Background: an optimization exercise with open tools, aiming at small area, a short achievable clock period and few clock cycles per item. Do not read the settings as production practice. At most, simulation tests tie the RTL to the original design; equivalence was not proved. No driver is modelled on the clock port, so clock power and skew are understated where the tree is cut down; a real chip needs a root buffer or a tree.

v6:
// pxit_cksum
module pxit_cksum (
  input             clk,
  input             rst,           
  input             cfg_valid,
  output            cfg_ready,
  input      [31:0] cfg_seeds,
  input             in_valid,
  output            in_ready,
  input       [7:0] in_data,
  output reg        out_valid,
  output     [31:0] out_cksum,     
  output reg        out_ok,
  output     [31:0] poly
);
clock: 15.0 ns
lec_check: 0
cap_margin: 20
core_margin: 2
core_utilization: 65
place_density: 0.85
slew_margin: 20
synth_hierarchical: 1
synth_minimum_keep_size: 0
standard.sh (not shown) runs the stock make flow with config.mk's settings and CLKGATE_MAP_FILE= SYNTH_SCRIPT=/design/flow/synth_recipe.tcl, a recipe that flattens the netlist after the stock synthesis.
==> flow/flow/run.sh <==
#!/bin/bash
# The standard layout with three changes:
# - the ports are buffered by plain buffers instead of the delay buffers
#   buffer_ports picks by default;
# - timing repair is asked for extra setup margin;
# - the clock tree is a single level of buffers (flow/cts_tree.tcl).
set -euo pipefail
export BUFFER_PORTS_ARGS="-buffer_cell sky130_fd_sc_hd__buf_1"
export SETUP_SLACK_MARGIN=11.1
export PRE_CTS_TCL="$(pwd)/flow/cts_tree.tcl"
bash standard.sh finish > standard.log 2>&1
Other scripts of this flow, unchanged in this note and not shown: flow/flow/cts_tree.tcl
v6 went all the way through synthesis, placement and routing and the layout is clean on timing, DRC and antenna.
Testbench counts of v6, summed over its fixed seeds: cycles 32,360, packets 96.
[inputs] v7 vs v6
# v6
export LEC_CHECK = 0
export CAP_MARGIN = 20
export CORE_MARGIN = 2
export CORE_UTILIZATION = 65
export PLACE_DENSITY = 0.85
export SLEW_MARGIN = 20
export SYNTH_HIERARCHICAL = 1
export SYNTH_MINIMUM_KEEP_SIZE = 0
create_clock -name core_clock -period 15.0 [get_ports {clk}]
# v7
export LEC_CHECK = 0
export CAP_MARGIN = 20
export CORE_MARGIN = 2
export CORE_UTILIZATION = 30
export PLACE_DENSITY = 0.5
export SLEW_MARGIN = 20
export SYNTH_HIERARCHICAL = 1
export SYNTH_MINIMUM_KEEP_SIZE = 0
create_clock -name core_clock -period 15.0 [get_ports {clk}]
Results
- Diff v6 -> v7: critical path depth in cells +2; via count -359.
- Of the two values seen for category of the most critical setup path, in2reg was produced by v7 and reg2out by v6.
- What v6 reported for via density per instance has to be multiplied by 0.820 to get the figure for v7.
- Compared with v6, v7 shows data required time of the worst path higher by 2.99 ns.
- In the final reports, the cell area of v7 is larger than that of v6.
- Compared with v6, in v7 overall routed net length went up 5.7 mm, core utilization went down 40 points.
In every run of this note, the design's own scripts or RTL, not TritonCTS, make the clock network.

========
== red ==
Starting RTL as in the previous note.
Design pxit_cksum, start of the top module:
module pxit_cksum (
  input             clk,
  input             rst,           
  input             cfg_valid,
  output            cfg_ready,
  input      [31:0] cfg_seeds,
  input             in_valid,
  output            in_ready,
  input       [7:0] in_data,
  output reg        out_valid,
  output     [31:0] out_cksum,     
  output reg        out_ok,
  output     [31:0] poly
);
  localparam PKTSIZE = 337;
  localparam NDATA   = PKTSIZE - 4;    
  function automatic [7:0] xtime(input [7:0] a);
    xtime = {a[6:0], 1'b0} ^ (a[7] ? 8'h87 : 8'h00);
  endfunction
  reg        in_ready_r, cfg_ready_r;
  reg        busy;           
  reg  [8:0] cnt;            
  reg  [7:0] d_r;            
  reg        v_r;            
  reg        eq_r;           
  reg        c_first;        
  reg        c_ck;           
  reg        g_w0;           
  reg        g_d;            
  reg        g_sh;           
  reg        g_rot;          
  reg        g_hold;         
  assign in_ready  = in_ready_r;
  assign cfg_ready = cfg_ready_r;
  wire take    = in_valid && in_ready_r;
  wire cfg_acc = cfg_valid && cfg_ready_r;
  wire cnt0    = (cnt == 9'd0);
  wire cnt333  = (cnt == NDATA);
  wire cntlast = (cnt == PKTSIZE - 1);
  wire cfg_step = busy && !cnt0;             
  wire cfg_end  = busy && cnt[2];            
  wire step_n   = busy && !cfg_end;          
  wire busy_n   = cfg_acc || step_n;
  wire first_n = v_r ? cntlast : c_first;
  wire ck_n    = v_r ? (cnt >= NDATA - 1 && !cntlast) : c_ck;
  wire idle_n  = v_r ? cntlast : (cnt0 || cfg_end);
  wire cfg_ready_n = !busy_n && !take && idle_n;
  always @(posedge clk) begin
    if (take)
      d_r <= in_data;
    eq_r <= (in_data == d_r);
    if (rst) begin
      in_ready_r  <= 1'b0;
      cfg_ready_r <= 1'b1;
      busy        <= 1'b0;
      cnt         <= 9'd0;
      v_r         <= 1'b0;
      out_valid   <= 1'b0;
  ...
==> flow/config.mk <==
export PLATFORM = sky130hd
export DESIGN_NAME = pxit_cksum
export DESIGN_NICKNAME = pxit_cksum
export VERILOG_FILES = /design/flow/design.v
export SDC_FILE = /design/flow/constraint.sdc
export NUM_CORES = 4
export LEC_CHECK = 0
export CAP_MARGIN = 20
export CORE_MARGIN = 2
export CORE_UTILIZATION = 55
export PLACE_DENSITY = 0.75
export SLEW_MARGIN = 20
export SYNTH_HIERARCHICAL = 1
export SYNTH_MINIMUM_KEEP_SIZE = 0
==> flow/constraint.sdc <==
create_clock -name core_clock -period 15.0 [get_ports {clk}]
set_input_delay 3.0000 -clock core_clock [delete_from_list [all_inputs] [get_ports {clk}]]
set_output_delay 3.0000 -clock core_clock [all_outputs]
set_load 0.01 [all_outputs]
==> flow/flow/run.sh <==
#!/bin/bash
# The standard layout with three changes:
# - the ports are buffered by plain buffers instead of the delay buffers
#   buffer_ports picks by default;
# - timing repair is asked for extra setup margin;
# - the clock tree is a single level of buffers (flow/cts_tree.tcl).
set -euo pipefail
export BUFFER_PORTS_ARGS="-buffer_cell sky130_fd_sc_hd__buf_1"
export SETUP_SLACK_MARGIN=11.2
export PRE_CTS_TCL="$(pwd)/flow/cts_tree.tcl"
bash standard.sh finish > standard.log 2>&1
Other scripts of this flow, unchanged in this note and not shown: flow/flow/cts_tree.tcl
red went all the way through synthesis, placement and routing and the layout is clean on timing, DRC and antenna.
Testbench counts of red, summed over its fixed seeds: cycles 32,360, packets 96.
What blue does differently from red at the input level:
--- a/flow/flow/run.sh
+++ b/flow/flow/run.sh
@@ -7,5 +7,5 @@
 set -euo pipefail
 export BUFFER_PORTS_ARGS="-buffer_cell sky130_fd_sc_hd__buf_1"
-export SETUP_SLACK_MARGIN=11.2
+export SETUP_SLACK_MARGIN=11.1
 export PRE_CTS_TCL="$(pwd)/flow/cts_tree.tcl"
 bash standard.sh finish > standard.log 2>&1
--- a/flow/config.mk
+++ b/flow/config.mk
@@ -8,6 +8,6 @@
 export CAP_MARGIN = 20
 export CORE_MARGIN = 2
-export CORE_UTILIZATION = 55
-export PLACE_DENSITY = 0.75
+export CORE_UTILIZATION = 45
+export PLACE_DENSITY = 0.65
 export SLEW_MARGIN = 20
 export SYNTH_HIERARCHICAL = 1
==> notes.md <==
Any difference in fraction of area in registers between blue and red is small enough to ignore. Number of filler instances in the final layout: blue > red. blue against red: routability congestion estimate decreased by 10% relative to the old numbers; utilization decreased by 13 points relative to the old numbers; width of the chip increased by 10% relative to the old numbers.
The following lists how green was set up differently from blue:
--- a/flow/config.mk
+++ b/flow/config.mk
@@ -8,6 +8,6 @@
 export CAP_MARGIN = 20
 export CORE_MARGIN = 2
-export CORE_UTILIZATION = 45
-export PLACE_DENSITY = 0.65
+export CORE_UTILIZATION = 55
+export PLACE_DENSITY = 0.75
 export SLEW_MARGIN = 20
 export SYNTH_HIERARCHICAL = 1
## What came out
- Taking blue as the reference, in green detailed-route wire length on metal 1 lower, setup slack now sits higher.
- green — largest clock skew in the final design 0.0081 ns lower, blue as reference
No run of this note takes its clock network from TritonCTS; it comes from the design's own scripts or RTL.

========
Another version of the RTL of pxit_cksum (not shown whole).
Size in the first run: ~980 cells after synthesis, roughly 97 flip-flops.
Settings: LEC_CHECK=0, CAP_MARGIN=20, CORE_MARGIN=2, CORE_UTILIZATION=30, PLACE_DENSITY=0.5, SLEW_MARGIN=20, SYNTH_HIERARCHICAL=1, SYNTH_MINIMUM_KEEP_SIZE=0; clock period 15.0 ns.
==> flow/flow/run.sh <==
#!/bin/bash
# The standard layout, with the ports buffered by plain buffers instead of the
# delay buffers buffer_ports picks by default, and timing repair asked for
# extra setup margin.
set -euo pipefail
export BUFFER_PORTS_ARGS="-buffer_cell sky130_fd_sc_hd__buf_1"
export SETUP_SLACK_MARGIN=11.4
bash standard.sh finish > standard.log 2>&1
The first run finished with timing, DRC and antenna clean.
Testbench counts at the start, summed over its fixed seeds: cycles 32,360, packets 96.
Then changed:
--- a/flow/flow/run.sh
+++ b/flow/flow/run.sh
@@ -7 +7 @@
-export SETUP_SLACK_MARGIN=11.4
+export SETUP_SLACK_MARGIN=10.8
Wire length went down by 11%.
Non-clock buffer count went down by 83.
Via count went down by 6.2%.
Utilization went down by 5.7 points.
Clock-buffer cell count went down by 2.
Then changed:
--- a/flow/flow/run.sh
+++ b/flow/flow/run.sh
@@ -3,2 +3 @@
-# delay buffers buffer_ports picks by default, and timing repair asked for
-# extra setup margin.
+# delay buffers buffer_ports picks by default.
@@ -7 +5,0 @@
-export SETUP_SLACK_MARGIN=10.8
=> Worst setup slack loses 290 ps. Design area decreases by 0.89%. Sequential cell count stays the same. Clock-buffer cell count is unchanged. Routed wire length is about the same. Sequential share of layout area goes down by 0.20 points. Global-route usage stays flat. Via count barely changes.

========
## oak
pxit_cksum, a different RTL version from the one above (not shown whole).
Size in the first run: ~910 cells after synthesis, about 110 I/O pins.
export LEC_CHECK = 0
export CAP_MARGIN = 20
export CORE_MARGIN = 2
export CORE_UTILIZATION = 30
export PLACE_DENSITY = 0.5
export SLEW_MARGIN = 20
export SYNTH_HIERARCHICAL = 1
export SYNTH_MINIMUM_KEEP_SIZE = 0
create_clock -name core_clock -period 15.0 [get_ports {clk}]
==> flow/flow/run.sh <==
#!/bin/bash
# The standard layout, with the ports buffered by plain buffers instead of the
# delay buffers buffer_ports picks by default, and timing repair asked for
# extra setup margin.
set -euo pipefail
export BUFFER_PORTS_ARGS="-buffer_cell sky130_fd_sc_hd__buf_1"
export SETUP_SLACK_MARGIN=10.6
bash standard.sh finish > standard.log 2>&1
In summary, oak completed successfully, with a layout that passed the timing, DRC and antenna checks.
Testbench counts of oak, summed over its fixed seeds: cycles 32,360, packets 96.
For pine, these inputs were changed with respect to oak:
--- a/flow/flow/run.sh
+++ b/flow/flow/run.sh
@@ -7 +7 @@
-export SETUP_SLACK_MARGIN=10.6
+export SETUP_SLACK_MARGIN=11.0
Findings:
Between pine and oak, it is pine whose share of the final layout cell area in sequential cells is lower, by 0.52 points.
pine vs. oak: core utilization increased by 2.5 points relative to the old numbers.
On area of all placed cells without fillers, the lower figure sits with oak, not pine.
oak → pine: routed via count divided by cell count moved down; maximum number of pins on one net before global-route repair did not really move; worst setup slack picked up an extra 0.33 ns; peak fanout along the critical path fell 9.
Against oak, pine reports a global-route usage that is higher.
Relative to pine, the following input files were edited for birch:
--- a/flow/flow/run.sh
+++ b/flow/flow/run.sh
@@ -7 +7 @@
-export SETUP_SLACK_MARGIN=11.0
+export SETUP_SLACK_MARGIN=10.8
==> notes.md <==
- pine reports its standard cell with the maximum stage delay on the critical path as edfxtp_1 while birch reports dfxtp_2.
- Compared with pine, birch instantiates a smaller number of cells.
- Looking at utilization after layout, birch sits 2.3 points lower than pine does.
- Compared with pine, in birch transition time at the pin with the least slew margin picked up an extra 0.0075 ns, layout overhead on the synthesized area saw a decrease, via count went down.

========
pxit_cksum, a different RTL version from the one above (not shown whole).
For scale: about 940 cells after synthesis, roughly 95 flip-flops, roughly 110 I/O pins.
==> flow/config.mk <==
export PLATFORM = sky130hd
export DESIGN_NAME = pxit_cksum
export DESIGN_NICKNAME = pxit_cksum
export VERILOG_FILES = /design/flow/design.v
export SDC_FILE = /design/flow/constraint.sdc
export NUM_CORES = 4
export LEC_CHECK = 0
export CAP_MARGIN = 20
export CORE_MARGIN = 2
export CORE_UTILIZATION = 30
export PLACE_DENSITY = 0.5
export SLEW_MARGIN = 20
export SYNTH_HIERARCHICAL = 1
export SYNTH_MINIMUM_KEEP_SIZE = 0
==> flow/constraint.sdc <==
create_clock -name core_clock -period 15.0 [get_ports {clk}]
set_input_delay 3.0000 -clock core_clock [delete_from_list [all_inputs] [get_ports {clk}]]
set_output_delay 3.0000 -clock core_clock [all_outputs]
set_load 0.01 [all_outputs]
==> flow/flow/run.sh <==
#!/bin/bash
# The standard layout, with the ports buffered by plain buffers instead of the
# delay buffers buffer_ports picks by default.
set -euo pipefail
export BUFFER_PORTS_ARGS="-buffer_cell sky130_fd_sc_hd__buf_1"
bash standard.sh finish > standard.log 2>&1
The baseline passed the timing, DRC and antenna checks.
Next try:
==> flow/flow/run.sh (replaced) <==
#!/bin/bash
# The standard layout, with the ports buffered by plain buffers instead of the
# delay buffers buffer_ports picks by default.
set -euo pipefail
export BUFFER_PORTS_ARGS="-buffer_cell sky130_fd_sc_hd__buf_2"
bash standard.sh finish > standard.log 2>&1
=>
- The changed run finished clean
- cell count is unchanged
- maximum frequency fell by about 0.44%
- global-route usage grows by 0.11 points
- cell area climbs by about 1.9%
No run of this note included a check of the RTL's function; only the layout flow was run.

========
Another version of the RTL of pxit_cksum (not shown whole).
Size: ~110 flip-flops, ~110 I/O pins, about 9000 um^2 of cells after synthesis.
Settings: LEC_CHECK=0, CAP_MARGIN=20, CORE_MARGIN=2, CORE_UTILIZATION=30, PLACE_DENSITY=0.5, SLEW_MARGIN=20; clock period 15.0 ns.
==> flow/flow/run.sh <==
#!/bin/bash
# The standard layout, with the ports buffered by plain buffers instead of the
# delay buffers buffer_ports picks by default, and timing repair asked for
# extra setup margin.
set -euo pipefail
export BUFFER_PORTS_ARGS="-buffer_cell sky130_fd_sc_hd__buf_2"
export SETUP_SLACK_MARGIN=11.3
bash standard.sh finish > standard.log 2>&1
Then changed:
==> flow/run.sh (new file) <==
#!/bin/bash
# synth_recipe.tcl (not shown) runs the flow's synth.tcl, then flattens the netlist and writes it again
# the make line also repeats each setting of config.mk as NAME=value (left out here)
make -C /OpenROAD-flow-scripts/flow DESIGN_CONFIG=/design/flow/config.mk WORK_HOME=/design/flow/orfs CLKGATE_MAP_FILE= SYNTH_SCRIPT=/design/flow/synth_recipe.tcl finish
removed: flow/flow/run.sh
removed: flow/standard.sh
=> The changed run finished with timing, DRC and antenna clean; count of clock-buffer cells in the layout does not change; first-iteration DRC count came out lower by 27%; wire length falls by 6.7%; cell area falls by 5.3%; worst setup slack gets worse by 0.97 ns; utilization goes down by 2.0 points; flip-flop and latch count does not change.
Then changed:
==> flow/flow/run.sh (new file) <==
#!/bin/bash
# The standard layout, with the ports buffered by plain buffers instead of the
# delay buffers buffer_ports picks by default.
set -euo pipefail
export BUFFER_PORTS_ARGS="-buffer_cell sky130_fd_sc_hd__buf_2"
bash standard.sh finish > standard.log 2>&1
==> flow/standard.sh (new file) <==
#!/bin/bash
# synth_recipe.tcl (not shown) runs the flow's synth.tcl, then flattens the netlist and writes it again
# the make line also repeats each setting of config.mk as NAME=value (left out here)
make -C /OpenROAD-flow-scripts/flow DESIGN_CONFIG=/design/flow/config.mk WORK_HOME=/design/flow/orfs CLKGATE_MAP_FILE= SYNTH_SCRIPT=/design/flow/synth_recipe.tcl "${@:-finish}"
removed: flow/run.sh
- The changed run passed the timing, DRC and antenna checks
- first-iteration DRC count climbs by 19%
- worst setup slack improved by 0.43 ns
- register-to-register slack improves by 0.19 ns
- routed wire length is about the same
- sequential share of layout area went up by 1.4 points
- clock-buffer cell count stays the same
- via count rose by 0.63%
Then changed:
==> flow/run.sh (new file) <==
#!/bin/bash
# synth_recipe.tcl (not shown) runs the flow's synth.tcl, then flattens the netlist and writes it again
# the make line also repeats each setting of config.mk as NAME=value (left out here)
make -C /OpenROAD-flow-scripts/flow DESIGN_CONFIG=/design/flow/config.mk WORK_HOME=/design/flow/orfs CLKGATE_MAP_FILE= SYNTH_SCRIPT=/design/flow/synth_recipe.tcl finish
--- a/flow/config.mk
+++ b/flow/config.mk
@@ -6,7 +6,7 @@
 export NUM_CORES = 4
 export LEC_CHECK = 0
-export CAP_MARGIN = 20
+export CAP_MARGIN = 80
 export CORE_MARGIN = 2
 export CORE_UTILIZATION = 30
 export PLACE_DENSITY = 0.5
-export SLEW_MARGIN = 20
+export SLEW_MARGIN = 80
removed: flow/flow/run.sh
removed: flow/standard.sh
After rerunning:
- wire length grows by a few percent
- global-route usage grows by 0.23 points
- final area grows by about a fifth
- final cell count grows by a few percent
- clock skew shrinks by 0.012 ns
- via count grows by a few percent
- die area stays the same
- count of clock-buffer cells in the layout is unchanged
No run of this note included a check of the RTL's function; only the layout flow was run.

static timing again, ports no longer ideal:
The results above use ideal ports. As a check the final layouts listed here were re-extracted and re-timed, cells and wires unchanged.
Step 1: set_driving_cell puts a clkbuf_16 on clk and a buf_2 on each other input, an assumption about the parent block.
Step 2, shift: input delay + t, output delay - t, t = (earliest + latest rising clock arrival at the registers) / 2. This alone moves slack from input paths to output paths.
Three values: ideal ports, drivers, drivers and shift; two values: the first two.
run | t (ns) | setup slack, ns | cell pins on the clock port's net
v6 | 0.253 | 11.146 / 11.052 / 11.113 | 4
v7 | 0.264 | 10.957 / 10.980 / 10.774 | 4
red | 0.247 | 11.158 / 11.129 / 10.972 | 4
blue | 0.257 | 11.136 / 11.041 / 11.050 | 4
green | 0.249 | 11.140 / 11.049 / 10.994 | 4
the first run of note 3 | 0.400 | 10.978 / 10.931 / 11.123 | 1
the second run of note 3 | 0.405 | 10.889 / 10.842 / 10.553 | 1
the third run of note 3 | 0.405 | 10.600 / 10.600 / 10.562 | 1
oak | 0.405 | 10.663 / 10.619 / 10.901 | 1
pine | 0.409 | 10.992 / 10.947 / 11.004 | 1
birch | 0.405 | 10.879 / 10.835 / 10.993 | 1
the first run of note 5 | 0.400 | 10.223 / 10.223 / 10.031 | 1
the second run of note 5 | 0.401 | 10.202 / 10.202 / 10.030 | 1
the first run of note 6 | 0.428 | 10.959 / 10.905 / 10.944 | 1
the second run of note 6 | 0.424 | 9.985 / 10.003 / 9.591 | 1
the third run of note 6 | 0.414 | 10.415 / 10.364 / 10.313 | 1
the fourth run of note 6 | 0.419 | 10.171 / 10.120 / 10.402 | 1
After both steps setup and hold are still met in every run listed. For the second run of note 6, which loses most, drivers alone change the setup slack by +0.018 ns; drivers and shift together by -0.394 ns.
